Context: an optimization exercise on an open-source flow, tuned for small area, a short achievable clock period and few clock cycles. The choices shown serve that exercise and are no tape-out recipe.
The RTL was checked by simulation tests, not by an equivalence proof against the original design.
No activity file was given, so power comes from the tool's default toggle rates.

// pvc_sram_exerciser
module pvc_sram_exerciser (
    input  wire        clk,
    input  wire        rst,
    input  wire        start,
    input  wire [2:0]  cfg_sel,
    input  wire        cfg_rw,
    input  wire        cfg_ret,
    input  wire        cfg_siz,
    output wire        busy,
    output wire        done,
    output wire        fault,
    output wire [3:0]  fault_code,
    output wire        verdict_fail,
    output reg  [31:0] fail_count,
    output wire        ev_valid,
    output wire [2:0]  ev_kind,
    output wire [31:0] ev_data,
    input  wire        ev_ready,
    input  wire        rsp_valid,
    input  wire [2:0]  rsp_nsym,
    input  wire        rsp_z,
    input  wire [7:0]  rsp_byte,
    input  wire [2:0]  rec_idx,
    output wire        rec_addr_valid,
    output wire [19:0] rec_addr,
    output wire [7:0]  rec_label,
    output reg  [1:0]  rec_kind,
    output reg  [7:0]  rec_expect,
    output wire [7:0]  rec_act_val,
    output wire [7:0]  rec_act_zmask
);
Settings: LEC_CHECK=0, CAP_MARGIN=20, CORE_MARGIN=2, CORE_UTILIZATION=70, CTS_BUF_LIST=sky130_fd_sc_hd__clkbuf_16, CTS_CLUSTER_DIAMETER=120, CTS_CLUSTER_SIZE=30, SETUP_SLACK_MARGIN=1.6, SLEW_MARGIN=20, SYNTH_HIERARCHICAL=1; clock period 5.0 ns.
standard.sh (not shown) runs the stock make flow with config.mk's settings and CLKGATE_MAP_FILE= SYNTH_SCRIPT=/design/flow/synth_recipe.tcl, a recipe that flattens the netlist after the stock synthesis.
==> flow/flow/run.sh <==
#!/bin/bash
# The standard layout, with plain buffers (buf_1) on the ports instead of
# the delay buffers buffer_ports picks by default. make's full output goes
# to standard.log in the work folder.
set -euo pipefail
export BUFFER_PORTS_ARGS="-buffer_cell sky130_fd_sc_hd__buf_1"
bash standard.sh finish > standard.log 2>&1
The first run finished with timing, DRC and antenna clean.
Testbench counts at the start, summed over its fixed seeds: cycles 1,723,440.
Edit:
- CORE_UTILIZATION: 70 -> 62
- CTS_CLUSTER_DIAMETER: 120 -> 100
- CTS_CLUSTER_SIZE: 30 -> 25
Routed wire length falls by 1.4%.
Global-route usage decreases by 3.1 points.
Design area increases by about 0.9%.
Sequential share of layout area drops by 0.55 points.
Total power grows by about 1.5%.
Worst setup slack gains 0.16 ns.
Area after synthesis is unchanged.
Maximum frequency rises by about 5%.
Edit:
- CORE_UTILIZATION: 62 -> 70
Routed wire length falls by about 0.43%.
Design area falls by 1.6%.
Sequential power stays flat.
Maximum frequency falls by about 0.8%.

========
Another version of the RTL of pvc_sram_exerciser (not shown whole).
Size in the first run: about 1,000 cells after synthesis, about 160 I/O pins.
clock: 5.0 ns
lec_check: 0
cap_margin: 20
core_margin: 2
core_utilization: 30
setup_slack_margin: 2.5
slew_margin: 20
run.sh (not shown) runs the stock make flow with config.mk's settings and CLKGATE_MAP_FILE= SYNTH_SCRIPT=/design/flow/synth_recipe.tcl, a recipe that flattens the netlist after the stock synthesis.
Stock flow here: none of the scripts above is used.
Testbench counts at the start, summed over its fixed seeds: cycles 1,723,440.
Edit:
SETUP_SLACK_MARGIN = 1.0   (was 2.5)
The new run completed with no timing, DRC or antenna violations.
Die area does not change.
Sequential share of layout area went up by 9.5 points.
Fmax went down by 1.1%.
Sequential power is about the same.
Routed wire length went down by 24%.
Synthesized cell count is unchanged.
Setup slack loses 42 ps.
Via count went down by 14%.
Combinational power went down by 36%.
Clock-buffer cell count went up by 2.
Total power went down by 6.0%.
Edit:
SETUP_SLACK_MARGIN = 1.6   (was 1.0)
Non-clock buffer count came out higher by 95.
Cell count came out higher by a few percent.
Via count came out higher by a few percent.
Combinational power came out higher by about a fifth.
Utilization came out higher by 2.5 points.
Edit:
SETUP_SLACK_MARGIN = default   (was 1.6)
What happened: Combinational power is lower by 22%. Global-route usage is lower by 0.78 points. Wire length is lower by 7.9%. Synthesized area does not change. Total power is lower by 3.3%. Worst setup slack gets worse by 670 ps.

========
## v31
pvc_sram_exerciser, a different RTL version from the one above (not shown whole).
For scale: about 350 flip-flops, ~160 I/O pins, roughly 17000 sq um of cells after synthesis.
## pvc_sram_exerciser
module pvc_sram_exerciser (
    input  wire        clk,
    input  wire        rst,
    input  wire        start,
    input  wire [2:0]  cfg_sel,
    input  wire        cfg_rw,
    input  wire        cfg_ret,
    input  wire        cfg_siz,
    output wire        busy,
    output wire        done,
    output wire        fault,
    output wire [3:0]  fault_code,
    output wire        verdict_fail,
    output reg  [31:0] fail_count,
    output wire        ev_valid,
    output reg  [2:0]  ev_kind,
    output wire [31:0] ev_data,
    input  wire        ev_ready,
    input  wire        rsp_valid,
    input  wire [2:0]  rsp_nsym,
    input  wire        rsp_z,
    input  wire [7:0]  rsp_byte,
    input  wire [2:0]  rec_idx,
    output wire        rec_addr_valid,
    output wire [19:0] rec_addr,
    output wire [7:0]  rec_label,
    output reg  [1:0]  rec_kind,
    output reg  [7:0]  rec_expect,
    output wire [7:0]  rec_act_val,
    output wire [7:0]  rec_act_zmask
);
export LEC_CHECK = 0
export CAP_MARGIN = 20
export CORE_MARGIN = 2
export CORE_UTILIZATION = 30
export SETUP_SLACK_MARGIN = 2.0
export SLEW_MARGIN = 20
create_clock -name core_clock -period 5.0 [get_ports {clk}]
v31 completed; timing, DRC and antenna clean
Testbench counts of v31, summed over its fixed seeds: cycles 1,723,440.
Here is what was changed in the inputs of v21 compared with v31.
Settings: swapping 2.0 for 1.5 in SETUP_SLACK_MARGIN; putting CTS_BUF_LIST at sky130_fd_sc_hd__clkbuf_4 sky130_fd_sc_hd__clkbuf_8 where nothing was set.
[summary]
v21 ended with every stage complete and zero timing, DRC or antenna violations. v21 ended with more sequential share of layout area than v31. Relative to v31, the count of clock-buffer cells in the layout measured on v21 has increased by more than half. The run showing the smaller detail-routed via count per cell is v21. Number of failing setup endpoints in the final timing report: v21 vs v31 identical. Against v31, v21 comes in 13 lower on maximum number of pins on one net before global-route repair. Comparing v31 against v21, there is no change at all in count of mapped cells out of synthesis. Higher core utilization among v31 and v21: v31. When the final numbers for v31 and v21 were put side by side, the non-clock buffer count turned out to be smaller in v21. Between v31 and v21, the post-placement setup slack is lower for v21. Summary of v21 over v31: met2 routing resource usage after global routing -5.6 points, portion of the clock cycle consumed by the worst path in the final layout +2.1 points.
> inputs changed (v21 -> v7)
Settings: swapping sky130_fd_sc_hd__clkbuf_4 sky130_fd_sc_hd__clkbuf_8 for sky130_fd_sc_hd__clkbuf_8 in CTS_BUF_LIST; swapping 30 for 55 in CORE_UTILIZATION; putting CTS_CLUSTER_SIZE at 18 where nothing was set; putting CTS_CLUSTER_DIAMETER at 60 where nothing was set.
==> flow/flow/run.sh (new file) <==
#!/bin/bash
# The standard layout, with plain buffers (buf_2) on the ports instead of
# the delay buffers buffer_ports picks by default. make's full output goes
# to standard.log in the work folder.
set -euo pipefail
export BUFFER_PORTS_ARGS="-buffer_cell sky130_fd_sc_hd__buf_2"
bash standard.sh finish > standard.log 2>&1
==> flow/standard.sh (new file) <==
#!/bin/bash
# synth_recipe.tcl (not shown) runs the flow's synth.tcl, then flattens the netlist and writes it again
# the make line also repeats each setting of config.mk as NAME=value (left out here)
make -C /OpenROAD-flow-scripts/flow DESIGN_CONFIG=/design/flow/config.mk WORK_HOME=/design/flow/orfs CLKGATE_MAP_FILE= SYNTH_SCRIPT=/design/flow/synth_recipe.tcl "${@:-finish}"
removed: flow/run.sh
v7 has completed all stages; timing, DRC and antenna checks passed. Note that the design internal power recorded for v21 amounts to 1.17 times the value seen in v7. [diff] setup slack, v7 relative to v21: improvement. Diff v21 and v7: via count lower in v7. Fmax grows by a few percent when moving from v21 to v7. Measured against each other, v21 and v7 differ in final-layout non-clock buffer area share, the higher figure coming from v21. Number of well taps: v7 < v21. STATUS die area: v7 wins against v21. Met2 routing resource usage after global routing (v7 over v21): increase, 13 points. Between v7 and v21, it is v7 whose sequential share of layout area is higher, by 5.9 points. Diff v21 and v7: via count of the first global-routing pass lower in v7.

-- static timing again, ports no longer ideal --
How much do the figures lean on ideal ports? The routed layouts below were timed once more, with nothing changed but the port constraints.
Step 1 sets driving cells, clkbuf_16 on the clock port and buf_2 on the other inputs (assumed; they add their load-dependent delay and slew).
Step 2 moves the port delays by t, midway between the first and last clock arrival at a register: inputs arrive t later, outputs are due t later. That takes back most of the time a late clock gives input paths.
Three values: no drivers, after step 1, after step 2; two values: the first two.
| run | t, ns | slack for setup (ns) | latest minus earliest clock arrival (ns) |
|---|---|---|---|
| the first run of note 1 | 0.550 | 1.504 / 1.420 / 1.393 | 0.044 / 0.043 |
| the second run of note 1 | 0.561 | 1.666 / 1.611 / 1.313 | 0.022 / 0.022 |
| the third run of note 1 | 0.566 | 1.638 / 1.585 / 1.409 | 0.017 / 0.016 |
| the first run of note 2 | 0.597 | 1.076 / 0.903 / 0.903 | 0.028 / 0.029 |
| the second run of note 2 | 0.585 | 1.034 / 0.963 / 0.963 | 0.021 / 0.020 |
| the third run of note 2 | 0.585 | 1.067 / 0.981 / 0.981 | 0.027 / 0.027 |
| the fourth run of note 2 | 0.595 | 0.400 / 0.361 / 0.361 | 0.020 / 0.020 |
| v31 | 0.595 | 1.473 / 1.384 / 1.247 | 0.017 / 0.016 |
| v21 | 0.673 | 1.370 / 1.321 / 1.041 | 0.050 / 0.050 |
| v7 | 0.647 | 1.462 / 1.412 / 1.360 | 0.026 / 0.026 |
After both steps setup and hold are still met in every run listed. For the second run of note 1, which loses most, drivers alone change the setup slack by -0.055 ns; drivers and shift together by -0.353 ns.
